From an optimization exercise on the open Yosys and OpenROAD flow, aimed at small area and few clock cycles; shortcuts taken in it are not production practice.
Where RTL was checked, it was by simulation tests only, not by an equivalence proof against the original.
For runs 2 to 4, only the layout was checked, not whether the RTL still works.
Power figures rest on the tool's default switching activity, not on a simulated workload.

[flow/design.v]
module aisp_seq (
    input  wire        clk,
    input  wire        rst,
    input  wire        rx_valid,
    input  wire [7:0]  rx_data,
    output wire        rx_ready,
    output wire        tx_valid,
    output wire [7:0]  tx_data,
    input  wire        tx_ready,
    output wire        xfer_valid,
    output wire [31:0] xfer_data,
    input  wire        xfer_ready,
    input  wire        xfer_rvalid,
    input  wire [7:0]  xfer_rdata,
    output wire        settle_valid,
    input  wire        settle_ready,
    output wire        rst_on,
    output wire        spi_own,
    output wire        err,
    output wire        errind
);
    localparam [7:0] CRC_EOP     = 8'h20;
    localparam [7:0] STK_OK      = 8'h10;
    localparam [7:0] STK_FAILED  = 8'h11;
    localparam [7:0] STK_UNKNOWN = 8'h12;
    localparam [7:0] STK_INSYNC  = 8'h14;
    localparam [7:0] STK_NOSYNC  = 8'h15;
    localparam [7:0] TAG_FLASH   = 8'h46;
    localparam [7:0] TAG_EEPROM  = 8'h45;
    localparam INSBITS = 6;
    localparam TAPBITS = 2;
    localparam NTAP    = 256 >> TAPBITS;
    localparam [3:0]
        C_SIGN = 4'd0,  C_IDENT = 4'd1,  C_GETP = 4'd2,  C_SETDEV = 4'd3,
        C_SETEXT = 4'd4, C_ENTER = 4'd5, C_LEAVE = 4'd6, C_SETADDR = 4'd7,
        C_UNIV = 4'd8,  C_LOADL = 4'd9,  C_PROG = 4'd10, C_READ = 4'd11,
        C_SIGRD = 4'd12, C_UNK = 4'd13, C_PERR = 4'd14, C_PBAD = 4'd15;
    localparam [3:0]
        S_OP   = 4'd0,    
        S_PARAM= 4'd1,    
        S_PAY  = 4'd2,    
        S_EOP  = 4'd3,    
        S_CHK  = 4'd4,    
        S_P14  = 4'd5,    
        S_EXEC = 4'd6,    
        S_F11  = 4'd7,    
        S_BAD  = 4'd8,    
        S_FIN  = 4'd9,    
        S_ID   = 4'd10,   
        S_FR   = 4'd11,   
        S_ER   = 4'd12,   
        S_SG   = 4'd13,   
        S_SGT  = 4'd14;   
    localparam [1:0] E_IDLE = 2'd0, E_FW = 2'd1, E_EW = 2'd2, E_FIN = 2'd3;
    reg [3:0]  state;
    reg [1:0]  eng;
    reg [3:0]  cmd;
    reg [4:0]  cnt;
    reg        isee;           
    reg [1:0]  rtag;           
    reg        eok;            
    reg [15:0] pw;             
    reg [8:0]  prem;           
    reg        pfirst;
    reg        pend, pend_ok, pend_ph;    
    reg [15:0] pend_addr;
    reg        pmode_r, err_r, errind_r;
    reg [15:0] addr;
    reg [8:0]  fb, eb;         
    reg [15:0] rem;
    reg        ph, first, bnd;
    reg [31:0] xw;             
    reg        xv, outst;
    reg        sv;
    reg        txv;
    reg [7:0]  txd;
    reg [7:0]  rdata;
    reg        rdv;
    reg [7:0]  ring [0:255];
    reg [7:0]  hp;             
    reg [7:0]  rp2;            
    reg [7:0]  rp;             
    reg [7:0]  nb;
    reg        nbv;
    function [7:0] ident_char;
        input [2:0] i;
        case (i)
            3'd0: ident_char = "A";
            3'd1: ident_char = "V";
            3'd2: ident_char = "R";
            3'd3: ident_char = " ";
            3'd4: ident_char = "I";
            3'd5: ident_char = "S";
            default: ident_char = "P";
        endcase
    endfunction
    function [7:0] param_value;
        input [7:0] sel;
        case (sel)
            8'h80:   param_value = 8'h02;
            8'h81:   param_value = 8'h01;
            8'h82:   param_value = 8'h12;
            8'h93:   param_value = 8'h53;
            default: param_value = 8'h00;
        endcase
    endfunction
    function [12:0] decode;
        input [7:0] op;
        case (op)
            8'h30: decode = {S_EOP,   C_SIGN,    5'd0};
            8'h31: decode = {S_EOP,   C_IDENT,   5'd0};
            8'h41: decode = {S_PARAM, C_GETP,    5'd1};
            8'h42: decode = {S_PARAM, C_SETDEV,  5'd20};
            8'h45: decode = {S_PARAM, C_SETEXT,  5'd5};
            8'h50: decode = {S_EOP,   C_ENTER,   5'd0};
            8'h51: decode = {S_EOP,   C_LEAVE,   5'd0};
            8'h55: decode = {S_PARAM, C_SETADDR, 5'd2};
            8'h56: decode = {S_PARAM, C_UNIV,    5'd4};
            8'h60: decode = {S_PARAM, C_LOADL,   5'd2};
            8'h61: decode = {S_PARAM, C_LOADL,   5'd1};
            8'h64: decode = {S_PARAM, C_PROG,    5'd3};
            8'h74: decode = {S_PARAM, C_READ,    5'd3};
            8'h75: decode = {S_EOP,   C_SIGRD,   5'd0};
            8'h20: decode = {S_BAD,   C_UNK,     5'd0};
            default: decode = {S_EOP, C_UNK,     5'd0};
        endcase
    endfunction
    wire tx_free  = !txv || tx_ready;
    wire eng_busy = (eng != E_IDLE);
    wire mok      = tx_free && !eng_busy && !pend;
    wire [7:0] gap    = rp - hp + 8'd1;
    wire       wr_ok  = (hp[INSBITS-1:0] == 0) && !(eng_busy && rem > {8'd0, gap});
    wire       ring_wr = (state == S_PAY) && rx_valid && wr_ok;
    wire exec_fin = (state == S_EXEC) && mok &&
                    (cmd == C_SIGN || cmd == C_SETDEV || cmd == C_SETEXT ||
                     cmd == C_LEAVE || cmd == C_SETADDR || cmd == C_LOADL ||
                     cmd == C_UNK || (cmd == C_ENTER && pmode_r));
    wire fin_fin  = (state == S_FIN) && mok && !xv && !outst && !rdv;
    wire take_op  = (state == S_OP) || exec_fin || fin_fin;
    wire xw_cmd   = (cmd == C_UNIV) || (cmd == C_SETDEV);
    assign rx_ready = take_op || (state == S_EOP) ||
                      ((state == S_PARAM) && !(xw_cmd && eng_busy)) ||
                      ((state == S_PAY) && wr_ok);
    wire rx_fire = rx_valid && rx_ready;
    assign tx_valid     = txv;
    assign tx_data      = txd;
    assign xfer_valid   = xv;
    assign xfer_data    = xw;
    assign settle_valid = sv;
    assign rst_on       = pmode_r;
    assign spi_own      = pmode_r;
    assign err          = err_r;
    assign errind       = errind_r;
    integer k;
    always @(posedge clk) begin
        for (k = 1; k < 256; k = k + 1)
            if ((k % (1 << INSBITS)) == 0 && ring_wr && hp == k)
                ring[k] <= rx_data;
            else
                ring[k] <= ring[k-1];
        ring[0] <= (ring_wr && hp == 8'd0) ? rx_data : ring[255];
    end
    wire [7:0] taps [0:NTAP-1];
    genvar g;
    generate for (g = 0; g < NTAP; g = g + 1) begin : tp
        assign taps[g] = ring[g << TAPBITS];
    end endgenerate
    wire       aligned = (rp[TAPBITS-1:0] == 0);
    wire [7:0] tap     = taps[rp[7:TAPBITS]];
    wire       rd_on   = (eng == E_FW) || (eng == E_EW);
    wire       bav     = nbv || aligned;
    wire [7:0] bval    = nbv ? nb : tap;
    wire tfree = !xv && (!outst || xfer_rvalid);
    wire efree = tfree && (!first || tx_free);
    wire ew_go = efree && !outst && (!sv || settle_ready);
    wire dresp = outst && xfer_rvalid && (state == S_FR || state == S_ER ||
                                          (state == S_FIN && cmd == C_UNIV));
    wire direct = tx_free && !rdv;    
    wire [7:0]  mask_lo = {1'b1, !fb[8], !(fb[8] | fb[7]), !(fb[8] | fb[7] | fb[6]), 4'b0000};
    wire [15:0] cpa     = first ? addr : xw[23:8];
    wire [15:0] cpage   = {cpa[15:8], cpa[7:0] & mask_lo};
    wire [15:0] ea      = first ? {addr[14:0], 1'b0} : xw[23:8] + 16'd1;
    wire [15:0] rem2    = (rem[15:1] == 15'd0) ? 16'd0 : rem - 16'd2;
    wire [12:0] dec = decode(rx_data);
    wire consume = bav && (((eng == E_FW) && efree && (ph || (rem != 16'd0 && !bnd))) ||
                           ((eng == E_EW) && ew_go && (rem != 16'd0)));
    wire take    = rd_on && aligned && (!nbv || consume);
    reg  start;
    always @(posedge clk) begin
        rp  <= rp + 8'd1 - {7'd0, take};
        rp2 <= rp2 + 8'd1;
        if (take && !(consume && !nbv))
            nb <= tap;
        if (rd_on) begin
            if (take) nbv <= nbv || !consume;
            else if (consume) nbv <= 1'b0;
        end else
            nbv <= 1'b0;
        if (state == S_PAY) begin
            if (!ring_wr) hp <= hp + 8'd1;
        end else
            hp <= 8'd0;
        if (ring_wr && pfirst)
            rp2 <= hp;
        if (start)
            rp <= rp2 + 8'd1;
        if (xfer_rvalid)
            rdata <= xfer_rdata;
    end
    always @(*) begin
        start = 1'b0;
        if (cmd == C_PROG && mok) begin
            if (state == S_EOP && rx_valid && rx_data == CRC_EOP) start = 1'b1;
            if (state == S_CHK && eok) start = 1'b1;
        end
    end
    always @(posedge clk) begin
        if (rst) begin
            state    <= S_OP;
            eng      <= E_IDLE;
            pend     <= 1'b0;
            pmode_r  <= 1'b0;
            err_r    <= 1'b0;
            errind_r <= 1'b0;
            xv       <= 1'b0;
            outst    <= 1'b0;
            sv       <= 1'b0;
            txv      <= 1'b0;
            rdv      <= 1'b0;
        end else begin
            errind_r <= 1'b0;
            if (tx_ready) txv <= 1'b0;
            if (xv && xfer_ready) begin xv <= 1'b0; outst <= 1'b1; end
            if (outst && xfer_rvalid) outst <= 1'b0;
            if (sv && settle_ready) sv <= 1'b0;
            if (dresp) begin
                if (direct) begin txv <= 1'b1; txd <= xfer_rdata; end
                else rdv <= 1'b1;
            end else if (rdv && tx_free) begin
                txv <= 1'b1; txd <= rdata; rdv <= 1'b0;
            end
            if (pend && !eng_busy && tx_free) begin
                txv <= 1'b1;
                if (!pend_ok) begin
                    txd <= STK_NOSYNC; err_r <= 1'b1; pend <= 1'b0;
                end else if (!pend_ph) begin
                    txd <= STK_INSYNC; pend_ph <= 1'b1;
                end else begin
                    txd <= STK_OK; addr <= pend_addr; pend <= 1'b0;
                end
            end
            if (exec_fin || fin_fin) begin
                txv <= 1'b1;
                txd <= (cmd == C_UNK) ? STK_UNKNOWN : STK_OK;
            end
            case (eng)
            E_FW: if (efree) begin
                if (!ph) begin
                    if (rem == 16'd0) begin
                        xv <= 1'b1; xw <= {8'h4C, cpage, 8'h00};
                        eng <= E_FIN;
                    end else if (bnd) begin
                        xv <= 1'b1; xw <= {8'h4C, cpage, 8'h00};
                        bnd <= 1'b0;
                    end else if (bav) begin
                        xv <= 1'b1; xw <= {8'h40, addr, bval};
                        ph <= 1'b1; first <= 1'b0;
                    end
                end else if (bav) begin
                    xv <= 1'b1; xw <= {8'h48, addr, bval};
                    ph <= 1'b0;
                    addr <= addr + 16'd1;
                    rem <= rem2;
                    bnd <= &(addr[7:0] | mask_lo);
                end
            end
            E_EW: if (ew_go) begin
                if (rem == 16'd0)
                    eng <= E_FIN;
                else if (bav) begin
                    xv <= 1'b1; xw <= {8'hC0, ea, bval};
                    rem <= rem - 16'd1; first <= 1'b0;
                end
            end else if (outst && xfer_rvalid)
                sv <= 1'b1;
            E_FIN: if (tx_free && !xv && !outst && !sv) begin
                txv <= 1'b1; txd <= STK_OK;
                eng <= E_IDLE;
            end
            default: ;
            endcase
            case (state)
            S_PARAM: if (rx_fire) begin
                if (cmd == C_UNIV || (cmd == C_SETDEV && cnt > 5'd4))
                    xw <= {xw[23:0], rx_data};
                if (!((cmd == C_PROG || cmd == C_READ) && cnt == 5'd1))
                    pw <= {pw[7:0], rx_data};
                cnt <= cnt - 5'd1;
                pfirst <= 1'b1;
                prem <= pw[8:0];
                rtag <= {rx_data == TAG_FLASH, rx_data == TAG_EEPROM};
                isee <= (rx_data != TAG_FLASH);
                if (cnt == 5'd1) begin
                    if (cmd == C_LOADL)
                        state <= S_P14;
                    else if (cmd == C_PROG) begin
                        if (rx_data == TAG_FLASH) begin
                            if (pw > {7'd0, fb}) begin
                                cmd <= C_PERR; state <= S_F11;
                            end else if (pw == 16'd0)
                                state <= S_EOP;
                            else
                                state <= S_PAY;
                        end else if (rx_data == TAG_EEPROM) begin
                            if (pw > {7'd0, eb}) begin
                                cmd <= C_PERR; state <= S_F11;
                            end else if (pw == 16'd0)
                                state <= S_EOP;
                            else
                                state <= S_PAY;
                        end else begin
                            cmd <= C_PBAD; state <= S_F11;
                        end
                    end else
                        state <= S_EOP;
                end
            end
            S_PAY: if (rx_fire) begin
                pfirst <= 1'b0;
                prem <= prem - 9'd1;
                if (prem == 9'd1) state <= S_EOP;
            end
            S_EOP: if (rx_fire) begin
                eok <= (rx_data == CRC_EOP);
                if (mok) begin
                    txv <= 1'b1;
                    if (rx_data != CRC_EOP) begin
                        err_r <= 1'b1; txd <= STK_NOSYNC; state <= S_OP;
                    end else begin
                        txd <= STK_INSYNC;
                        state <= (cmd == C_PROG) ? S_OP : S_EXEC;
                    end
                end else if (cmd == C_SETADDR && eng_busy && !pend) begin
                    pend <= 1'b1; pend_ph <= 1'b0;
                    pend_ok <= (rx_data == CRC_EOP);
                    pend_addr <= {pw[7:0], pw[15:8]};
                    state <= S_OP;
                end else
                    state <= S_CHK;
            end
            S_CHK: if (mok) begin
                txv <= 1'b1;
                if (!eok) begin
                    err_r <= 1'b1; txd <= STK_NOSYNC; state <= S_OP;
                end else begin
                    txd <= STK_INSYNC;
                    state <= (cmd == C_PROG) ? S_OP : S_EXEC;
                end
            end
            S_P14: if (mok) begin
                txv <= 1'b1; txd <= STK_INSYNC; state <= S_EXEC;
            end
            S_F11: if (mok) begin
                txv <= 1'b1; txd <= STK_FAILED; state <= S_OP;
                if (cmd == C_PERR) err_r <= 1'b1;
            end
            S_BAD: if (mok) begin
                txv <= 1'b1; txd <= STK_NOSYNC; state <= S_OP;
                err_r <= 1'b1;
            end
            S_EXEC: if (mok) begin
                first <= 1'b1;
                ph    <= 1'b0;
                cnt   <= 5'd0;
                rem   <= pw;
                case (cmd)
                    C_SIGN:    err_r <= 1'b0;
                    C_LEAVE:   begin err_r <= 1'b0; pmode_r <= 1'b0; end
                    C_SETADDR: addr <= {pw[7:0], pw[15:8]};
                    C_SETDEV:  begin
                        fb <= (xw[31:16] > 16'd256) ? 9'd256 : xw[24:16];
                        eb <= (xw[15:0]  > 16'd256) ? 9'd256 : xw[8:0];
                    end
                    C_ENTER: if (pmode_r)
                        errind_r <= 1'b1;
                    else begin
                        pmode_r <= 1'b1;
                        xv <= 1'b1; xw <= 32'hAC53_0000;
                        state <= S_FIN;
                    end
                    C_IDENT: state <= S_ID;
                    C_GETP: begin
                        txv <= 1'b1; txd <= param_value(pw[7:0]);
                        state <= S_FIN;
                    end
                    C_UNIV: begin
                        xv <= 1'b1;
                        state <= S_FIN;
                    end
                    C_SIGRD: begin
                        xv <= 1'b1; xw <= 32'h3000_0000;
                        state <= S_SG;
                    end
                    C_READ: begin
                        if (rtag[1])
                            state <= S_FR;
                        else if (rtag[0])
                            state <= S_ER;
                        else begin
                            txv <= 1'b1; txd <= STK_FAILED; state <= S_OP;
                        end
                    end
                    default: ;
                endcase
            end
            S_ID: if (mok) begin
                txv <= 1'b1; txd <= ident_char(cnt[2:0]);
                cnt <= cnt + 5'd1;
                if (cnt[2:0] == 3'd6) state <= S_FIN;
            end
            S_FR: if (tfree && (outst ? direct : !rdv)) begin
                if (!ph) begin
                    if (rem == 16'd0)
                        state <= S_FIN;
                    else begin
                        xv <= 1'b1; xw <= {8'h20, addr, 8'h00};
                        ph <= 1'b1;
                    end
                end else begin
                    xv <= 1'b1; xw <= {8'h28, addr, 8'h00};
                    ph <= 1'b0;
                    addr <= addr + 16'd1;
                    rem <= rem2;
                end
            end
            S_ER: if (tfree && (outst ? direct : !rdv)) begin
                if (rem == 16'd0)
                    state <= S_FIN;
                else begin
                    xv <= 1'b1; xw <= {8'hA0, ea, 8'hFF};
                    rem <= rem - 16'd1; first <= 1'b0;
                end
            end
            S_SG: begin
                if (cnt[1:0] == 2'd2 && xv && xfer_ready)
                    xw[7:0] <= rdata;
                if (outst && xfer_rvalid) begin
                    cnt <= cnt + 5'd1;
                    if (cnt[1:0] == 2'd0) begin
                        txd <= xfer_rdata;
                        xv <= 1'b1; xw <= 32'h3000_0100;
                    end else if (cnt[1:0] == 2'd1) begin
                        xv <= 1'b1; xw <= 32'h3000_0200;
                    end else begin
                        txv <= 1'b1;
                        state <= S_SGT;
                    end
                end
            end
            S_SGT: if (tx_free) begin
                txv <= 1'b1;
                cnt <= cnt + 5'd1;
                if (cnt[1:0] == 2'd3) begin
                    txd <= xw[7:0];
                end else begin
                    txd <= rdata;
                    state <= S_FIN;
                end
            end
            default: ;
            endcase
            if (start) begin
                eng   <= isee ? E_EW : E_FW;
                rem   <= pw;
                first <= 1'b1;
                ph    <= 1'b0;
                bnd   <= 1'b0;
            end
            if (take_op && rx_valid) begin
                {state, cmd, cnt} <= dec;
            end else if (take_op) begin
                state <= S_OP;
            end
        end
    end
endmodule
[flow/run.sh]
#!/bin/bash
# synth_recipe.tcl (not shown) runs the flow's synth.tcl, then flattens the netlist and writes it again
# the make line also repeats each setting of config.mk as NAME=value (left out here)
make -C /OpenROAD-flow-scripts/flow DESIGN_CONFIG=/design/flow/config.mk WORK_HOME=/design/flow/orfs CLKGATE_MAP_FILE= SYNTH_SCRIPT=/design/flow/synth_recipe.tcl finish
[flow/config.mk]
export PLATFORM = sky130hd
export DESIGN_NAME = aisp_seq
export DESIGN_NICKNAME = aisp_seq
export VERILOG_FILES = /design/flow/design.v
export SDC_FILE = /design/flow/constraint.sdc
export NUM_CORES = 4
export LEC_CHECK = 0
export CAP_MARGIN = 20
export CORE_MARGIN = 2
export CORE_UTILIZATION = 30
export PLACE_DENSITY = 0.5
export SLEW_MARGIN = 20
[flow/constraint.sdc]
create_clock -name core_clock -period 8.0 [get_ports {clk}]
set_input_delay 1.6000 -clock core_clock [delete_from_list [all_inputs] [get_ports {clk}]]
set_output_delay 1.6000 -clock core_clock [all_outputs]
set_load 0.01 [all_outputs]
==> results of run 1 <==
==> power groups by stage <==
stage	logic (mW)	registers (mW)	clock network (mW)
6_report	3.66	12.2	10.1
5_1_grt	3.88	12.2	10.7
4_1_cts	3.62	12.2	10.2
3_5_place_dp	3.61	12.4	0
3_3_place_gp	3.61	12.4	0
2_1_floorplan	2.01	12.2	0
==> metrics by stage <==
step	std cells	setup slack, ns
finish	7705	1.48
global route	7699	1.18
CTS	7695	1.42
detailed placement	7311	2.18
global placement	7310	2.19
floorplan	4686	2.84
==> layout make-up <==
type                            count  area, um^2  area share (%)
Inverter                           92         347           0.474
Clock inverter                    110        1270            1.75
Tap cell                         2688        3360            4.60
Antenna cell                       10        25.0          0.0343
Multi-Input combinational cell   2105       13900            19.1
Timing Repair Buffer              172        1470            2.02
Sequential cell                  2254       46800            64.0
Clock buffer                      274        5860            8.02
==> metal layers <==
layer  vias up  GRT usage [%]  wire (um)
li1      17100              -          -
met1     18800           24.3      85500
met2      1622           27.5      84800
met3       418           3.44      13400
met4         8           7.33       8070
met5         -              0         53
==> Yosys cell counts, drive strengths merged, types with 61 or more instances <==
library cell,count,area [um^2]
o21ai,172,872
nand3,114,571
a21oi,173,870
nor2,191,732
clkbuf,195,736
inv,92,345
ha,79,988
and3,75,469
nor3,61,305
nand4,61,382
dfxtp,2088,41800
edfxtp,166,4980
nand2,232,876
a22oi,142,1070
==> cell usage in the layout (no fill, tap or decap), drive strengths merged, types with 22 or more instances in the layout <==
| master | count |
|---|---|
| a222oi | 36 |
| o21ai | 172 |
| nor3 | 61 |
| mux2 | 29 |
| nor2 | 191 |
| xnor2 | 43 |
| clkbuf | 274 |
| a221oi | 50 |
| inv | 98 |
| and2 | 27 |
| mux2i | 22 |
| clkdlybuf4s50 | 70 |
| edfxtp | 166 |
| and3 | 75 |
| ha | 79 |
| dfxtp | 2088 |
| o211ai | 26 |
| a22oi | 142 |
| a31oi | 34 |
| buf | 102 |
| o22ai | 42 |
| nand4 | 61 |
| clkinv | 80 |
| a22o | 46 |
| nor4 | 44 |
| nand2b | 26 |
| nand2 | 232 |
| a21oi | 173 |
| o221ai | 33 |
| xor2 | 26 |
| nand3 | 114 |
==> logic make-up (layout without fill, tap and decap cells) <==
logic type | after synthesis | in the layout | synth area share (%)
muxes | 51 | 51 | 0.932
DFF | 2254 | 2254 | 75.6
and+or+nand+nor | 934 | 934 | 7.67
xor gates and xnor gates | 69 | 69 | 0.977
adders and majority gates | 80 | 80 | 1.63
AOI/OAI and AO/OA | 971 | 971 | 11.1
other | 0 | 10 | 0
buffers and inverters | 327 | 648 | 2.05
==> state kept, by name (all words and copies together) (netlist names), 9 cells and up <==
name / cells
ring: 2048
xw: 32
addr: 16
pend_addr: 16
pw: 16
rem: 16
eb: 9
fb: 9
prem: 9
==> critical path: stages, from the launching register on <==
cell and delay, ns:
dfxtp_1 0.48, inv_1 0.13, ha_1 0.35, fa_1 0.41, a21oi_1 0.16, nor2_1 0.05, nor2_1 0.16, o21bai_1 0.09
a21oi_1 0.18, xnor2_1 0.15, ha_1 0.27, nand4_1 0.15, a21oi_1 0.06, a311o_1 0.36, o21ai_2 0.32, or2_2 0.25
clkdlybuf4s50_1 0.56
==> worst max-delay path by stage <==
stage / endpoint / slack, ns / cells past startpoint
global route: rx_ready / 1.18 / 16
finish: rx_ready / 1.48 / 16
CTS: rx_ready / 1.42 / 17
global placement: rx_ready / 2.19 / 8
detailed placement: rx_ready / 2.18 / 8
floorplan: pw[0]$_DFFE_PP_ / 2.84 / 19
==> impl_metrics.json, run 1 <==
{
  "power_density_mw_per_mm2": 355,
  "antenna_found_initial": 15,
  "max_freq_mhz": 153,
  "drive_above_1_share_pct": 11.1,
  "nets": 4934,
  "netlist_area_mm2": 0.0619,
  "crit_type": "flip-flop to primary output",
  "wl_per_cell_um": 24.9,
  "holdBufCountCts": 0,
  "endpoint_kind": "primary output",
  "netlist_instances": 4686,
  "pwr-share-clk_pct": 38.8,
  "syn_nets": 4789,
  "worstPathMaxFanout": 6,
  "yosysWarnings": 2,
  "cts_sinks": 2254,
  "post-route-period-util_pct": 81.5,
  "p_comb_share_pct": 14.1,
  "final_util_pct": 35.7,
  "cts_setup_buffers": 0,
  "hp-start": "ring[125][2]$_DFF_P_",
  "holdPathEnd": "ring[126][2]$_DFF_P_",
  "ys_seq_area_share_pct": 75.6,
  "r2r_start": "hp[2]$_SDFFE_PN0N_",
  "netlist-cell-type-count": 98,
  "crit_required_ns": 6.40,
  "n_fill_cell": 19900,
  "min_path_type": "flip-flop to flip-flop",
  "cts.repair.resized": 0,
  "synthToLayoutAreaGrowth_pct": 18.1,
  "synth_ff_type": "dfxtp_1",
  "crit_path_start": "hp[2]$_SDFFE_PN0N_",
  "clockBufferDepth": 3,
  "max-vdd-ir-drop_mv": 0.294,
  "pin_count": 71,
  "grt_pass1_wl_um": 270000,
  "dp_hpwl_um": 130000,
  "clk_pin_slew_ns": 0.06,
  "maxSlewViolCount": 0,
  "p_int_mw": 18.6,
  "syn_area_per_cell_um2": 13.2,
  "synth_edf_count": 166,
  "power_mw": 25.9,
  "dr.pass1.iters": 8,
  "die_w_um": 458,
  "final_area_mm2": 0.0731,
  "dieArea_mm2": 0.210,
  "root_buffer": "clkbuf_16",
  "clock_skew_ns": 0.0908,
  "cts_tree": "yes",
  "p_leak_nw": 27.7,
  "grt_start_max_net_pins": 70,
  "ff2ff_setup_slack_ns": 2.76,
  "synth-seq-cells": 2254,
  "status": "finished clean",
  "dpl_cell_area_mm2": 0.0659,
  "slew_headroom_pct": 20.5,
  "finalCriticalPeriod_ns": 6.52,
  "setup_viol": 0,
  "rows": 166,
  "drc_errors": 0,
  "arrival_ns": 4.92,
  "reg2reg_depth": 17,
  "swShare_pct": 28.2,
  "die_y_um": 458,
  "r2r_end": "ring[192][6]$_DFF_P_",
  "core-area_mm2": 0.205,
  "grt_usage_pct": 17.8,
  "holdWs_ns": 0.288,
  "grt_overflow_total": 0,
  "rsz0062_at_grt": "false",
  "start_kind": "flip-flop",
  "via_per_inst": 4.92,
  "ant_nets": 0,
  "drv_cap": 0,
  "cts_made_buffers": 206,
  "insertion_delay_ns": 0.85,
  "drt-total-wl_um": 192000,
  "port_buffers": 70,
  "whs_path_depth": 0,
  "routabilityCongestion": 0.944,
  "start_util_pct": 30.2,
  "cts_max_level": 4,
  "vias": 37900,
  "seqPwrFrac_pct": 47.0,
  "finalHoldViolCount": 0,
  "p_switching_mw": 7.32,
  "worst_pin_slew_ns": 1.18,
  "grt_pass1_vias": 36500,
  "fin_setup_tns_ns": 0,
  "drt-initial-drc-count": 4098,
  "synth-async-reset-ratio_pct": 0
}
Testbench counts, summed over its fixed seeds: cycles 181,832.
==> run 2: changes to the inputs <==
--- a/flow/design.v
+++ b/flow/design.v
@@ -29,4 +29,4 @@
     localparam [7:0] TAG_EEPROM  = 8'h45;
-    localparam INSBITS = 6;
-    localparam TAPBITS = 2;
+    localparam INSBITS = 8;
+    localparam TAPBITS = 3;
     localparam NTAP    = 256 >> TAPBITS;
@@ -58,4 +58,3 @@
     reg [4:0]  cnt;
-    reg        isee;           
-    reg [1:0]  rtag;           
+    reg        tf, te;         
     reg        eok;            
@@ -63,5 +62,3 @@
     reg [8:0]  prem;           
-    reg        pfirst;
     reg        pend, pend_ok, pend_ph;    
-    reg [15:0] pend_addr;
     reg        pmode_r, err_r, errind_r;
@@ -69,4 +66,4 @@
     reg [8:0]  fb, eb;         
-    reg [15:0] rem;
-    reg        ph, first, bnd;
+    reg [15:0] rem;            
+    reg        ph, first, bnd, aftc;
     reg [31:0] xw;             
@@ -80,3 +77,2 @@
     reg [7:0]  hp;             
-    reg [7:0]  rp2;            
     reg [7:0]  rp;             
@@ -131,3 +127,4 @@
     wire [7:0] gap    = rp - hp + 8'd1;
-    wire       wr_ok  = (hp[INSBITS-1:0] == 0) && !(eng_busy && rem > {8'd0, gap});
+    wire [9:0] left   = (eng == E_EW) ? {1'b0, rem[8:0]} : {rem[8:0], 1'b0};
+    wire       wr_ok  = (hp[INSBITS-1:0] == 0) && !(eng_busy && left > {2'd0, gap});
     wire       ring_wr = (state == S_PAY) && rx_valid && wr_ok;
@@ -156,7 +153,4 @@
         for (k = 1; k < 256; k = k + 1)
-            if ((k % (1 << INSBITS)) == 0 && ring_wr && hp == k)
-                ring[k] <= rx_data;
-            else
-                ring[k] <= ring[k-1];
-        ring[0] <= (ring_wr && hp == 8'd0) ? rx_data : ring[255];
+            ring[k] <= ring[k-1];
+        ring[0] <= ring_wr ? rx_data : ring[255];
     end
@@ -179,6 +173,7 @@
     wire [7:0]  mask_lo = {1'b1, !fb[8], !(fb[8] | fb[7]), !(fb[8] | fb[7] | fb[6]), 4'b0000};
-    wire [15:0] cpa     = first ? addr : xw[23:8];
-    wire [15:0] cpage   = {cpa[15:8], cpa[7:0] & mask_lo};
-    wire [15:0] ea      = first ? {addr[14:0], 1'b0} : xw[23:8] + 16'd1;
-    wire [15:0] rem2    = (rem[15:1] == 15'd0) ? 16'd0 : rem - 16'd2;
+    wire [15:0] cpage   = {xw[23:16], xw[15:8] & mask_lo};
+    wire [15:0] inc_in  = {xw[23:16], aftc ? (xw[15:8] | ~mask_lo) : xw[15:8]};
+    wire [15:0] inc     = inc_in + 16'd1;
+    wire [15:0] na      = first ? xw[23:8] : inc;
+    wire [15:0] ld_addr = tf ? addr : {addr[14:0], 1'b0};
     wire [12:0] dec = decode(rx_data);
@@ -190,3 +185,2 @@
         rp  <= rp + 8'd1 - {7'd0, take};
-        rp2 <= rp2 + 8'd1;
         if (take && !(consume && !nbv))
@@ -198,10 +192,8 @@
             nbv <= 1'b0;
-        if (state == S_PAY) begin
-            if (!ring_wr) hp <= hp + 8'd1;
-        end else
+        if (state == S_PARAM)
             hp <= 8'd0;
-        if (ring_wr && pfirst)
-            rp2 <= hp;
+        else if (!ring_wr)
+            hp <= hp + 8'd1;
         if (start)
-            rp <= rp2 + 8'd1;
+            rp <= hp + pw[7:0];
         if (xfer_rvalid)
@@ -248,3 +240,3 @@
                 end else begin
-                    txd <= STK_OK; addr <= pend_addr; pend <= 1'b0;
+                    txd <= STK_OK; pend <= 1'b0;
                 end
@@ -263,13 +255,13 @@
                         xv <= 1'b1; xw <= {8'h4C, cpage, 8'h00};
-                        bnd <= 1'b0;
+                        bnd <= 1'b0; aftc <= 1'b1;
                     end else if (bav) begin
-                        xv <= 1'b1; xw <= {8'h40, addr, bval};
-                        ph <= 1'b1; first <= 1'b0;
+                        xv <= 1'b1; xw <= {8'h40, na, bval};
+                        ph <= 1'b1; first <= 1'b0; aftc <= 1'b0;
                     end
                 end else if (bav) begin
-                    xv <= 1'b1; xw <= {8'h48, addr, bval};
+                    xv <= 1'b1; xw[31:24] <= 8'h48; xw[7:0] <= bval;
                     ph <= 1'b0;
-                    addr <= addr + 16'd1;
-                    rem <= rem2;
-                    bnd <= &(addr[7:0] | mask_lo);
+                    if (!(pend && pend_ok)) addr <= inc;
+                    rem <= rem - 16'd1;
+                    bnd <= &(xw[15:8] | mask_lo);
                 end
@@ -280,3 +272,3 @@
                 else if (bav) begin
-                    xv <= 1'b1; xw <= {8'hC0, ea, bval};
+                    xv <= 1'b1; xw <= {8'hC0, na, bval};
                     rem <= rem - 16'd1; first <= 1'b0;
@@ -298,6 +290,5 @@
                 cnt <= cnt - 5'd1;
-                pfirst <= 1'b1;
                 prem <= pw[8:0];
-                rtag <= {rx_data == TAG_FLASH, rx_data == TAG_EEPROM};
-                isee <= (rx_data != TAG_FLASH);
+                tf <= (rx_data == TAG_FLASH);
+                te <= (rx_data == TAG_EEPROM);
                 if (cnt == 5'd1) begin
@@ -328,3 +319,2 @@
             S_PAY: if (rx_fire) begin
-                pfirst <= 1'b0;
                 prem <= prem - 9'd1;
@@ -345,3 +335,3 @@
                     pend_ok <= (rx_data == CRC_EOP);
-                    pend_addr <= {pw[7:0], pw[15:8]};
+                    if (rx_data == CRC_EOP) addr <= {pw[7:0], pw[15:8]};
                     state <= S_OP;
@@ -374,3 +364,5 @@
                 cnt   <= 5'd0;
-                rem   <= pw;
+                aftc  <= 1'b0;
+                rem   <= tf ? {1'b0, pw[15:1]} : pw;
+                xw[23:8] <= ld_addr;
                 case (cmd)
@@ -396,3 +388,3 @@
                     C_UNIV: begin
-                        xv <= 1'b1;
+                        xv <= 1'b1; xw[23:8] <= xw[23:8];
                         state <= S_FIN;
@@ -404,5 +396,5 @@
                     C_READ: begin
-                        if (rtag[1])
+                        if (tf)
                             state <= S_FR;
-                        else if (rtag[0])
+                        else if (te)
                             state <= S_ER;
@@ -425,10 +417,10 @@
                     else begin
-                        xv <= 1'b1; xw <= {8'h20, addr, 8'h00};
-                        ph <= 1'b1;
+                        xv <= 1'b1; xw <= {8'h20, na, 8'h00};
+                        ph <= 1'b1; first <= 1'b0;
                     end
                 end else begin
-                    xv <= 1'b1; xw <= {8'h28, addr, 8'h00};
+                    xv <= 1'b1; xw[31:24] <= 8'h28;
                     ph <= 1'b0;
-                    addr <= addr + 16'd1;
-                    rem <= rem2;
+                    addr <= inc;
+                    rem <= rem - 16'd1;
                 end
@@ -439,3 +431,3 @@
                 else begin
-                    xv <= 1'b1; xw <= {8'hA0, ea, 8'hFF};
+                    xv <= 1'b1; xw <= {8'hA0, na, 8'hFF};
                     rem <= rem - 16'd1; first <= 1'b0;
@@ -472,4 +464,5 @@
             if (start) begin
-                eng   <= isee ? E_EW : E_FW;
-                rem   <= pw;
+                eng   <= tf ? E_FW : E_EW;
+                rem   <= tf ? {1'b0, pw[15:1]} : pw;
+                xw[23:8] <= ld_addr;
                 first <= 1'b1;
@@ -477,2 +470,3 @@
                 bnd   <= 1'b0;
+                aftc  <= 1'b0;
             end
--- a/flow/config.mk
+++ b/flow/config.mk
@@ -10,2 +10,5 @@
 export CORE_UTILIZATION = 30
+export CTS_BUF_LIST = sky130_fd_sc_hd__clkbuf_8
+export CTS_CLUSTER_DIAMETER = 50
+export CTS_CLUSTER_SIZE = 18
 export PLACE_DENSITY = 0.5
==> impl_metrics.json, run 2 <==
{
  "status": "finished clean",
  "grt_pass1_wl_um": 211000,
  "crit_chain": "ha_1 > inv_1 > ha_1 > inv_1 > fa_1 > inv_1 > a21oi_1 > o21bai_1 > a21o_1 > a21oi_1 > xnor2_1 > ha_1 > nand4_1 > nor2_1 > a41oi_1 > o22ai_1 > or3_1 > clkdlybuf4s50_1",
  "drv_cap": 0,
  "r2r_start": "hp[1]$_SDFFE_PP0N_",
  "dpl_cell_area_mm2": 0.0629,
  "netlist_area_mm2": 0.0590,
  "pin_count": 71,
  "rows": 162,
  "wl_per_cell_um": 20.0,
  "grt_overflow_total": 0,
  "synth_edf_count": 149,
  "grt_start_max_net_pins": 50,
  "arrival_ns": 5.52,
  "synthToLayoutAreaGrowth_pct": 12.4,
  "maxSlewViolCount": 0,
  "final_common_cell": "dfxtp_1",
  "syn_nets": 4431,
  "root_buffer": "clkbuf_8",
  "synth-async-reset-ratio_pct": 0,
  "largest_register_ffs": 2048,
  "die_w_um": 447,
  "nets": 4578,
  "routabilityCongestion": 0.918,
  "synth_ff_type": "dfxtp_1",
  "clk_pin_slew_ns": 0.10,
  "crit_required_ns": 6.40,
  "netlist_instances": 4328,
  "post-synth-top-area-fraction_pct": 70.6,
  "port_buffers": 70,
  "reg.largest.list": "ring: 2048 flops, xw: 32 flops",
  "setup_viol": 0,
  "max_stage_delay_ns": 0.65,
  "dieArea_mm2": 0.200,
  "clockBufferDepth": 3,
  "max-vdd-ir-drop_mv": 0.169,
  "final_cell_mix": "2079 x dfxtp_1, 224 x nor2_1, 214 x nand2_1",
  "syn_area_per_cell_um2": 13.6,
  "die_y_um": 447,
  "synth_common_cells": "2080 x dfxtp_1, 226 x nor2_1, 214 x nand2_1",
  "insertion_delay_ns": 0.96,
  "regMostFlops": "ring",
  "drc_errors": 0,
  "grt_usage_pct": 14.2,
  "holdPathEnd": "ring[21][7]$_DFF_P_",
  "ff2ff_setup_slack_ns": 2.72,
  "final_area_mm2": 0.0663,
  "post-route-period-util_pct": 89.0,
  "fin_setup_tns_ns": 0,
  "finalCriticalPeriod_ns": 7.12,
  "holdBufCountCts": 0,
  "synth_most_common_cell": "dfxtp_1",
  "synth_top_area_cell": "dfxtp_1",
  "ys_seq_area_share_pct": 78.2,
  "power_density_mw_per_mm2": 322,
  "clock_skew_ns": 0.0713,
  "via_per_inst": 4.53,
  "rsz0062_at_grt": "false",
  "cts.repair.resized": 0,
  "min_path_type": "flip-flop to flip-flop",
  "hp-start": "ring[20][7]$_DFF_P_",
  "crit_type": "flip-flop to primary output",
  "antenna_found_initial": 11,
  "finalHoldViolCount": 0,
  "vias": 32600,
  "slew_headroom_pct": 20.4,
  "start_kind": "flip-flop",
  "reg2reg_depth": 21,
  "slowest_stage": "o22ai_1",
  "yosysWarnings": 2,
  "drive_above_1_share_pct": 9.01,
  "cts_sinks": 2229,
  "cts_setup_buffers": 0,
  "dr.pass1.iters": 6,
  "whs_path_depth": 0,
  "p_leak_nw": 24.9,
  "r2r_end": "xw[16]$_DFFE_PP_",
  "core-area_mm2": 0.195,
  "worstPathMaxFanout": 5,
  "drt-total-wl_um": 144000,
  "grt_pass1_vias": 31300,
  "synthTopCellsByArea": "dfxtp_1 71%, edfxtp_1 7.6%, ha_1 1.7%",
  "start_util_pct": 30.2,
  "netlist-cell-type-count": 93,
  "cts_made_buffers": 174,
  "cts_max_level": 4,
  "dp_hpwl_um": 96200,
  "ant_nets": 0,
  "worst_pin_slew_ns": 1.19,
  "synth-seq-cells": 2229,
  "final_util_pct": 34.0,
  "drt-initial-drc-count": 2827,
  "max_freq_mhz": 140,
  "endpoint_kind": "primary output",
  "cts_tree": "yes"
}
## run 2: cell types whose count changed after synthesis, sizes merged, moves of 27 or more
cell    change
a221oi     -27
mux2i      +28
and3       -58
a22oi      -85
nor2       +36
clkbuf     -57
## run 2: logic make-up (layout without fill, tap and decap cells)
| logic type | count (synthesis) | in the layout | share of synthesized area [%] |
|---|---|---|---|
| DFF | 2229 | 2229 | 78.2 |
| and+or+nand+nor | 846 | 846 | 7.08 |
| AOI/OAI and AO/OA | 776 | 776 | 8.98 |
| buffers and inverters | 254 | 486 | 1.71 |
| adders and majority gates | 80 | 80 | 1.72 |
| muxes | 78 | 78 | 1.38 |
| xor gates and xnor gates | 65 | 65 | 0.965 |
| other | 0 | 5 | 0 |
## run 2: per-stage QoR
step                      setup slack, ns  hold slack [ns]  total power, mW  cells
after global placement               1.78            0.310             15.5   6923
after floorplan                      3.20            0.310             13.9   4328
after CTS                           0.808            0.271             21.6   7184
after global routing                0.625            0.299             22.3   7187
final                               0.881            0.297             21.4   7189
after detailed placement             1.87            0.312             15.5   6923
## run 2: where the power goes
group / total [mW] / leakage [nW] / switching, mW / internal [mW]
combinational: 3.40 / 4.99 / 2.30 / 1.10
sequential: 11.8 / 18.2 / 0.334 / 11.5
clock: 6.12 / 1.76 / 3.69 / 2.43
## run 2: layout make-up
cell class                 count  area (um^2)
antenna                        5         12.5
inverter                      79          297
clock buffer                 186         2560
tap                         2624         3280
timing repair buffer         146         1270
multi-input combinational   1845        11900
clock inverter                75          848
sequential                  2229        46100
fill                       19000       129000
## run 2: how the worst max path moves through the flow
stage | start | endpoint | slack [ns] | depth (start not counted)
after floorplan | rp[1]$_DFF_P_ | rx_ready | 3.20 | 18
after detailed placement | hp[1]$_SDFFE_PP0N_ | rx_ready | 1.87 | 18
final | hp[1]$_SDFFE_PP0N_ | rx_ready | 0.88 | 18
after CTS | hp[1]$_SDFFE_PP0N_ | rx_ready | 0.81 | 18
after global routing | hp[1]$_SDFFE_PP0N_ | rx_ready | 0.63 | 18
after global placement | hp[1]$_SDFFE_PP0N_ | rx_ready | 1.78 | 18
## run 2: worst max-delay path, delay by kind of cell, from the launching register on
kind / cells / cell delay (ns)
AO/OA/AOI/OAI: 6 / 1.24
adder cells (fa/ha/maj): 4 / 1.20
buffers and inverters: 4 / 0.83
AND/OR/NAND/NOR: 3 / 0.77
flip-flops: 1 / 0.42
XOR/XNOR: 1 / 0.14
## run 2: layer usage
layer	vias to the layer above	global-route usage, %	routed length, um
met2	1081	21.4	62000
met3	312	2.74	8610
met4	2	5.60	5420
met1	15900	19.9	68100
met5	-	0	13
li1	15300	-	-
==> run 3: changes to the inputs <==
--- a/flow/config.mk
+++ b/flow/config.mk
@@ -7,3 +7,3 @@
 export LEC_CHECK = 0
-export CAP_MARGIN = 20
+export CAP_MARGIN = 0
 export CORE_MARGIN = 2
@@ -13,3 +13,4 @@
 export CTS_CLUSTER_SIZE = 18
+export GPL_TIMING_DRIVEN = 0
 export PLACE_DENSITY = 0.5
-export SLEW_MARGIN = 20
+export SLEW_MARGIN = 0
==> impl_metrics.json, run 3 <==
{
  "pin_count": 71,
  "r2r_end": "xw[14]$_DFFE_PP_",
  "netlist_area_mm2": 0.0590,
  "grt_usage_pct": 15.5,
  "ff2ff_setup_slack_ns": 1.75,
  "synth_top_area_cell": "dfxtp_1",
  "synthTopCellsByArea": "dfxtp_1 71%, edfxtp_1 7.6%, ha_1 1.7%",
  "holdBufCountCts": 0,
  "worstPathMaxFanout": 19,
  "endpoint_kind": "primary output",
  "netlist-cell-type-count": 93,
  "ys_seq_area_share_pct": 78.2,
  "fin_cells": 7299,
  "routabilityCongestion": 0.928,
  "worst_pin_slew_ns": 1.48,
  "p_leak_nw": 25.0,
  "finalCriticalPeriod_ns": 7.67,
  "regMostFlops": "ring",
  "status": "finished clean",
  "finalHoldViolCount": 0,
  "crit_type": "flip-flop to primary output",
  "drc_errors": 0,
  "wl_per_cell_um": 21.6,
  "max_freq_mhz": 130,
  "reg.largest.list": "ring: 2048 flops, xw: 32 flops",
  "clk_pin_slew_ns": 0.11,
  "synth-async-reset-ratio_pct": 0,
  "grt_pass1_vias": 31900,
  "place_ws_ns": 0.607,
  "drv_cap": 0,
  "synthToLayoutAreaGrowth_pct": 12.9,
  "min_path_type": "flip-flop to flip-flop",
  "slew_headroom_pct": 1.59,
  "fin_setup_tns_ns": 0,
  "cts_sinks": 2229,
  "post-synth-top-area-fraction_pct": 70.6,
  "synth-seq-cells": 2229,
  "crit_required_ns": 6.40,
  "arrival_ns": 6.07,
  "core-area_mm2": 0.195,
  "cts_tree": "yes",
  "drt-total-wl_um": 158000,
  "synth_common_cells": "2080 x dfxtp_1, 226 x nor2_1, 214 x nand2_1",
  "grt_start_max_net_pins": 56,
  "cts_made_buffers": 176,
  "die_w_um": 447,
  "largest_register_ffs": 2048,
  "vias": 33300,
  "reg2reg_depth": 16,
  "maxSlewViolCount": 0,
  "via_per_inst": 4.56,
  "start_kind": "flip-flop",
  "final_common_cell": "dfxtp_1",
  "dp_hpwl_um": 111000,
  "whs_path_depth": 0,
  "antenna_found_initial": 17,
  "ant_nets": 0,
  "syn_area_per_cell_um2": 13.6,
  "synth_most_common_cell": "dfxtp_1",
  "netlist_instances": 4328,
  "die_y_um": 447,
  "place_inst": 7029,
  "cts.repair.resized": 0,
  "r2r_start": "rp[7]$_DFF_P_",
  "port_buffers": 70,
  "power_density_mw_per_mm2": 326,
  "clockBufferDepth": 3,
  "rsz0062_at_grt": "false",
  "clock_skew_ns": 0.0826,
  "worstSetupEndpoint": "rx_ready",
  "syn_nets": 4431,
  "crit_path_start": "rp[7]$_DFF_P_",
  "dieArea_mm2": 0.200,
  "drive_above_1_share_pct": 7.60,
  "insertion_delay_ns": 0.94,
  "rows": 162,
  "synth_edf_count": 149,
  "root_buffer": "clkbuf_8",
  "dr.pass1.iters": 6,
  "grt_pass1_wl_um": 225000,
  "cts_max_level": 4,
  "grt_overflow_total": 0,
  "setup_viol": 0,
  "nets": 4685,
  "synth_ff_type": "dfxtp_1",
  "yosysWarnings": 2,
  "setup_slack_ns": 0.329,
  "post-route-period-util_pct": 95.9,
  "start_util_pct": 30.2,
  "final_cell_mix": "2080 x dfxtp_1, 225 x nor2_1, 214 x nand2_1",
  "drt-initial-drc-count": 2886,
  "max-vdd-ir-drop_mv": 0.253,
  "cts_setup_buffers": 0
}
[run 3: cell count changes in the layout (fill, tap and decap cells not counted), moves of 5 or more]
| cell | before | now |
|---|---|---|
| bufinv_16 | 5 | 10 |
| buf_4 | 76 | 7 |
| buf_1 | 0 | 17 |
| clkbuf_1 | 0 | 137 |
| buf_2 | 0 | 12 |
| clkbuf_8 | 186 | 191 |
| ha_1 | 71 | 78 |
| clkinv_8 | 7 | 2 |
| ha_2 | 7 | 0 |
[run 3: worst max-delay path: stages, from the launching register on]
cell             delay [ns]
dfxtp_1                0.40
clkbuf_1               0.35
buf_2                  0.46
buf_2                  0.64
xnor2_1                0.18
xnor2_1                0.23
xnor2_1                0.12
ha_1                   0.33
nand4_1                0.13
nor2_1                 0.17
a41oi_1                0.13
o22ai_1                0.86
or3_1                  0.43
clkdlybuf4s50_1        0.62
[run 3: kinds of logic after synthesis]
logic type	synth area share, %
flip-flops	78.2
AO/OA/AOI/OAI	8.98
AND/OR/NAND/NOR	7.08
XOR/XNOR	0.965
adder cells (fa/ha/maj)	1.72
multiplexers	1.38
buffers and inverters	1.71
[run 3: power by group]
group / switching (mW) / total [mW] / internal [mW]
logic: 2.62 / 3.72 / 1.11
registers: 0.272 / 11.8 / 11.5
clock network: 3.62 / 6.23 / 2.61
total: 6.51 / 21.7 / 15.2
[run 3: per-layer routing]
| layer | GRT usage (%) | wire length, um | vias to the layer above |
|---|---|---|---|
| met5 | 0 | 13 | - |
| met4 | 6.65 | 6600 | 2 |
| met3 | 3.15 | 9410 | 312 |
| met2 | 23.2 | 67200 | 1146 |
| met1 | 21.6 | 74400 | 16300 |
| li1 | - | - | 15500 |
[run 3: final cells by class]
cell class	instances	area [um^2]
Fill cell	19100	129000
Sequential cell	2229	46100
Multi-Input combinational cell	1845	11900
Tap cell	2624	3280
Clock buffer	191	2630
Clock inverter	74	858
Timing Repair Buffer	77	806
Buffer	174	709
Inverter	79	299
Antenna cell	6	15.0
[run 3: worst min path at each step]
stage | slack [ns] | end | startpoint
5_1_grt | 0.29 | ring[167][2]$_DFF_P_ | ring[166][2]$_DFF_P_
2_1_floorplan | 0.31 | ring[100][0]$_DFF_P_ | ring[99][0]$_DFF_P_
3_3_place_gp | 0.31 | ring[112][1]$_DFF_P_ | ring[111][1]$_DFF_P_
6_report | 0.29 | ring[167][2]$_DFF_P_ | ring[166][2]$_DFF_P_
3_5_place_dp | 0.31 | ring[11][0]$_DFF_P_ | ring[10][0]$_DFF_P_
4_1_cts | 0.29 | ring[167][2]$_DFF_P_ | ring[166][2]$_DFF_P_
[run 3: metrics by stage]
stage	total power, mW	area (um^2)	utilization [%]	hold slack, ns
after floorplan	13.9	59000	-	0.310
after global placement	15.7	63000	32.3	0.310
after detailed placement	15.7	63100	32.3	0.312
after CTS	22.0	66600	34.1	0.293
after global routing	22.7	66600	34.1	0.294
final	21.7	66600	34.1	0.291
==> run 4: changes to the inputs <==
--- a/flow/config.mk
+++ b/flow/config.mk
@@ -7,5 +7,5 @@
 export LEC_CHECK = 0
-export CAP_MARGIN = 0
+export CAP_MARGIN = 20
 export CORE_MARGIN = 2
-export CORE_UTILIZATION = 30
+export CORE_UTILIZATION = 55
 export CTS_BUF_LIST = sky130_fd_sc_hd__clkbuf_8
@@ -13,4 +13,3 @@
 export CTS_CLUSTER_SIZE = 18
-export GPL_TIMING_DRIVEN = 0
-export PLACE_DENSITY = 0.5
-export SLEW_MARGIN = 0
+export PLACE_DENSITY = 0.65
+export SLEW_MARGIN = 20
==> impl_metrics.json, run 4 <==
{
  "netlist_area_mm2": 0.0590,
  "reg.largest.list": "ring: 2048 flops, xw: 32 flops",
  "max_freq_mhz": 154,
  "drv_cap": 0,
  "final_cell_mix": "2079 x dfxtp_1, 224 x nor2_1, 214 x nand2_1",
  "vias": 32400,
  "start_kind": "flip-flop",
  "pin_count": 71,
  "clockBufferDepth": 3,
  "routabilityCongestion": 0.976,
  "nets": 4549,
  "r2r_end": "xw[20]$_DFFE_PP_",
  "port_buffers": 70,
  "ff2ff_setup_slack_ns": 3.12,
  "hp-start": "ring[206][0]$_DFF_P_",
  "clock_skew_ns": 0.0375,
  "syn_area_per_cell_um2": 13.6,
  "synth_most_common_cell": "dfxtp_1",
  "final_common_cell": "dfxtp_1",
  "dieArea_mm2": 0.110,
  "n_fill_cell": 8378,
  "r2r_start": "rp[1]$_DFF_P_",
  "endpoint_kind": "primary output",
  "finalCriticalPeriod_ns": 6.47,
  "synth_top_area_cell": "dfxtp_1",
  "seqPwrFrac_pct": 57.7,
  "cts_setup_buffers": 0,
  "grt_start_max_net_pins": 63,
  "core-area_mm2": 0.107,
  "synth_common_cells": "2080 x dfxtp_1, 226 x nor2_1, 214 x nand2_1",
  "slew_headroom_pct": 18.9,
  "via_per_inst": 5.49,
  "grt_pass1_wl_um": 195000,
  "dr.pass1.iters": 8,
  "synth_ff_type": "dfxtp_1",
  "post-synth-top-area-fraction_pct": 70.6,
  "holdBufCountCts": 0,
  "largest_register_ffs": 2048,
  "p_comb_share_pct": 15.8,
  "synth_top_family_by_area": "compound AO/OA/AOI/OAI gates",
  "synth-seq-cells": 2229,
  "min_path_type": "flip-flop to flip-flop",
  "cts_tree": "yes",
  "yosysWarnings": 2,
  "rows": 120,
  "synth-async-reset-ratio_pct": 0,
  "synthMuxAreaShare_pct": 1.38,
  "regMostFlops": "ring",
  "synthToLayoutAreaGrowth_pct": 8.52,
  "dp_hpwl_um": 87500,
  "cts.repair.resized": 0,
  "max-vdd-ir-drop_mv": 0.206,
  "insertion_delay_ns": 0.87,
  "clk_pin_slew_ns": 0.10,
  "netlist-cell-type-count": 93,
  "p_int_mw": 14.6,
  "holdPathEnd": "ring[207][0]$_DFF_P_",
  "synth_xor_area_share_pct": 0.965,
  "post-route-period-util_pct": 80.9,
  "antenna_found_initial": 6,
  "synth_fa_ha_area_share_pct": 1.72,
  "synth_compound_area_share_pct": 8.98,
  "setup_viol": 0,
  "wl_per_cell_um": 22.2,
  "power_mw": 20.5,
  "seq_area_mm2": 0.0461,
  "drt-initial-drc-count": 3193,
  "worst_pin_slew_ns": 1.22,
  "die_y_um": 332,
  "power_density_mw_per_mm2": 320,
  "reg2reg_depth": 23,
  "cts_max_level": 4,
  "p_leak_nw": 24.5,
  "pwr-share-clk_pct": 26.5,
  "drt-total-wl_um": 131000,
  "status": "finished clean",
  "drc_errors": 0,
  "rsz0062_at_grt": "false",
  "cts_made_buffers": 163,
  "swShare_pct": 28.7,
  "cts_sinks": 2229,
  "syn_nets": 4431,
  "grt_usage_pct": 23.5,
  "finalHoldViolCount": 0,
  "ys_seq_area_share_pct": 78.2,
  "synth-simple-area-share_pct": 7.08,
  "fin_setup_tns_ns": 0,
  "crit_type": "flip-flop to primary output",
  "drive_above_1_share_pct": 7.93,
  "worstPathMaxFanout": 5,
  "die_w_um": 332,
  "grt_overflow_total": 0,
  "whs_path_depth": 0,
  "start_util_pct": 55.3,
  "synthTopCellsByArea": "dfxtp_1 71%, edfxtp_1 7.6%, ha_1 1.7%",
  "p_switching_mw": 5.87,
  "netlist_instances": 4328,
  "arrival_ns": 4.87,
  "ant_nets": 0,
  "crit_required_ns": 6.40,
  "grt_pass1_vias": 30800,
  "maxSlewViolCount": 0,
  "multi_input_area_mm2": 0.0119,
  "synth_edf_count": 149,
  "root_buffer": "clkbuf_8"
}
-- run 4: layer usage --
metal	GRT usage (%)	vias to the layer above	share of wire, %
met5	0	-	0.021
met4	10.4	4	3.9
met3	4.25	306	6.5
met2	35.3	1262	43
met1	33.6	15700	46
li1	-	15200	-
-- run 4: worst max-delay path: stages, from the launching register on --
cell	delay, ns
dfxtp_1	0.37
inv_1	0.06
ha_1	0.26
inv_1	0.05
ha_1	0.15
inv_1	0.06
fa_1	0.45
inv_1	0.07
a21oi_1	0.06
o21bai_1	0.19
a21o_1	0.15
a21oi_1	0.07
xnor2_1	0.13
ha_1	0.33
nand4_1	0.13
nor2_1	0.08
a41oi_1	0.19
o22ai_1	0.10
buf_4	0.18
or3_1	0.40
clkdlybuf4s50_1	0.53
-- run 4: how the worst max path moves through the flow --
| stage | startpoint | to | slack (ns) |
|---|---|---|---|
| 2_1_floorplan | rp[1]$_DFF_P_ | rx_ready | 3.20 |
| 3_3_place_gp | tx_ready | rx_ready | 1.96 |
| 3_5_place_dp | tx_ready | rx_ready | 1.89 |
| 4_1_cts | rp[1]$_DFF_P_ | rx_ready | 1.42 |
| 5_1_grt | hp[1]$_SDFFE_PP0N_ | rx_ready | 1.17 |
| 6_report | rp[1]$_DFF_P_ | rx_ready | 1.53 |
-- run 4: area by class of cell --
type | count | share of cell area, %
Sequential cell | 2229 | 72.0
Tap cell | 1403 | 2.74
Multi-Input combinational cell | 1845 | 18.6
Timing Repair Buffer | 128 | 1.77
Clock inverter | 55 | 0.786
Antenna cell | 2 | 0.00782
Inverter | 79 | 0.463
Clock buffer | 167 | 3.59
-- run 4: power by group through the flow --
| stage | combinational [mW] | sequential, mW | clock [mW] |
|---|---|---|---|
| after floorplan | 2.00 | 11.9 | 0 |
| after global placement | 3.19 | 12.1 | 0 |
| after detailed placement | 3.21 | 12.1 | 0 |
| after CTS | 3.23 | 11.8 | 5.60 |
| after global routing | 3.50 | 11.8 | 6.00 |
| final | 3.24 | 11.8 | 5.44 |
-- run 4: kinds of logic (layout without fill, tap and decap cells) --
kind of cell | Yosys count | count (layout)
AOI/OAI and AO/OA | 776 | 776
DFF | 2229 | 2229
other | 0 | 2
xor gates and xnor gates | 65 | 65
and+or+nand+nor | 846 | 846
adders and majority gates | 80 | 80
muxes | 78 | 78
buffers and inverters | 254 | 429
-- run 4: metrics by stage --
stage | instances | utilization (%) | hold WS (ns) | cell area [um^2] | setup WS [ns]
6_report | 5908 | 60.0 | 0.298 | 64000 | 1.53
5_1_grt | 5907 | 60.0 | 0.297 | 64000 | 1.17
4_1_cts | 5906 | 60.0 | 0.292 | 64000 | 1.42
3_5_place_dp | 5684 | 57.3 | 0.312 | 61200 | 1.89
3_3_place_gp | 5684 | 57.3 | 0.310 | 61200 | 1.96
2_1_floorplan | 4328 | - | 0.310 | 59000 | 3.20

-- re-timing with driven ports --
No port has a modelled driver above. Below, the same layouts with a new extraction and two added sets of constraints.
Step 1 assumes that a clkbuf_16 drives the clock port and a buf_2 every other input.
Step 2 times the ports against the registers' clock, not the clock port: input delays grow and output delays shrink by t, the midpoint of the rising clock arrivals with the driver on.
Slacks: ideal / step 1 / step 2; pairs: ideal / step 1.
run	shift t [ns]	setup WS [ns]	hold WS [ns]	slew at the worst register clock pin (ns)
run 1	0.882	1.481 / 1.402 / 2.047	0.288 / 0.288 / 0.288	0.07 / 0.07
run 2	0.998	0.881 / 0.810 / 1.808	0.297 / 0.297 / 0.297	0.11 / 0.11
run 3	0.967	0.329 / 0.259 / 0.906	0.291 / 0.291 / 0.291	0.11 / 0.11
run 4	0.917	1.526 / 1.460 / 1.749	0.298 / 0.298 / 0.298	0.11 / 0.11
After both steps setup and hold are still met in every run listed.
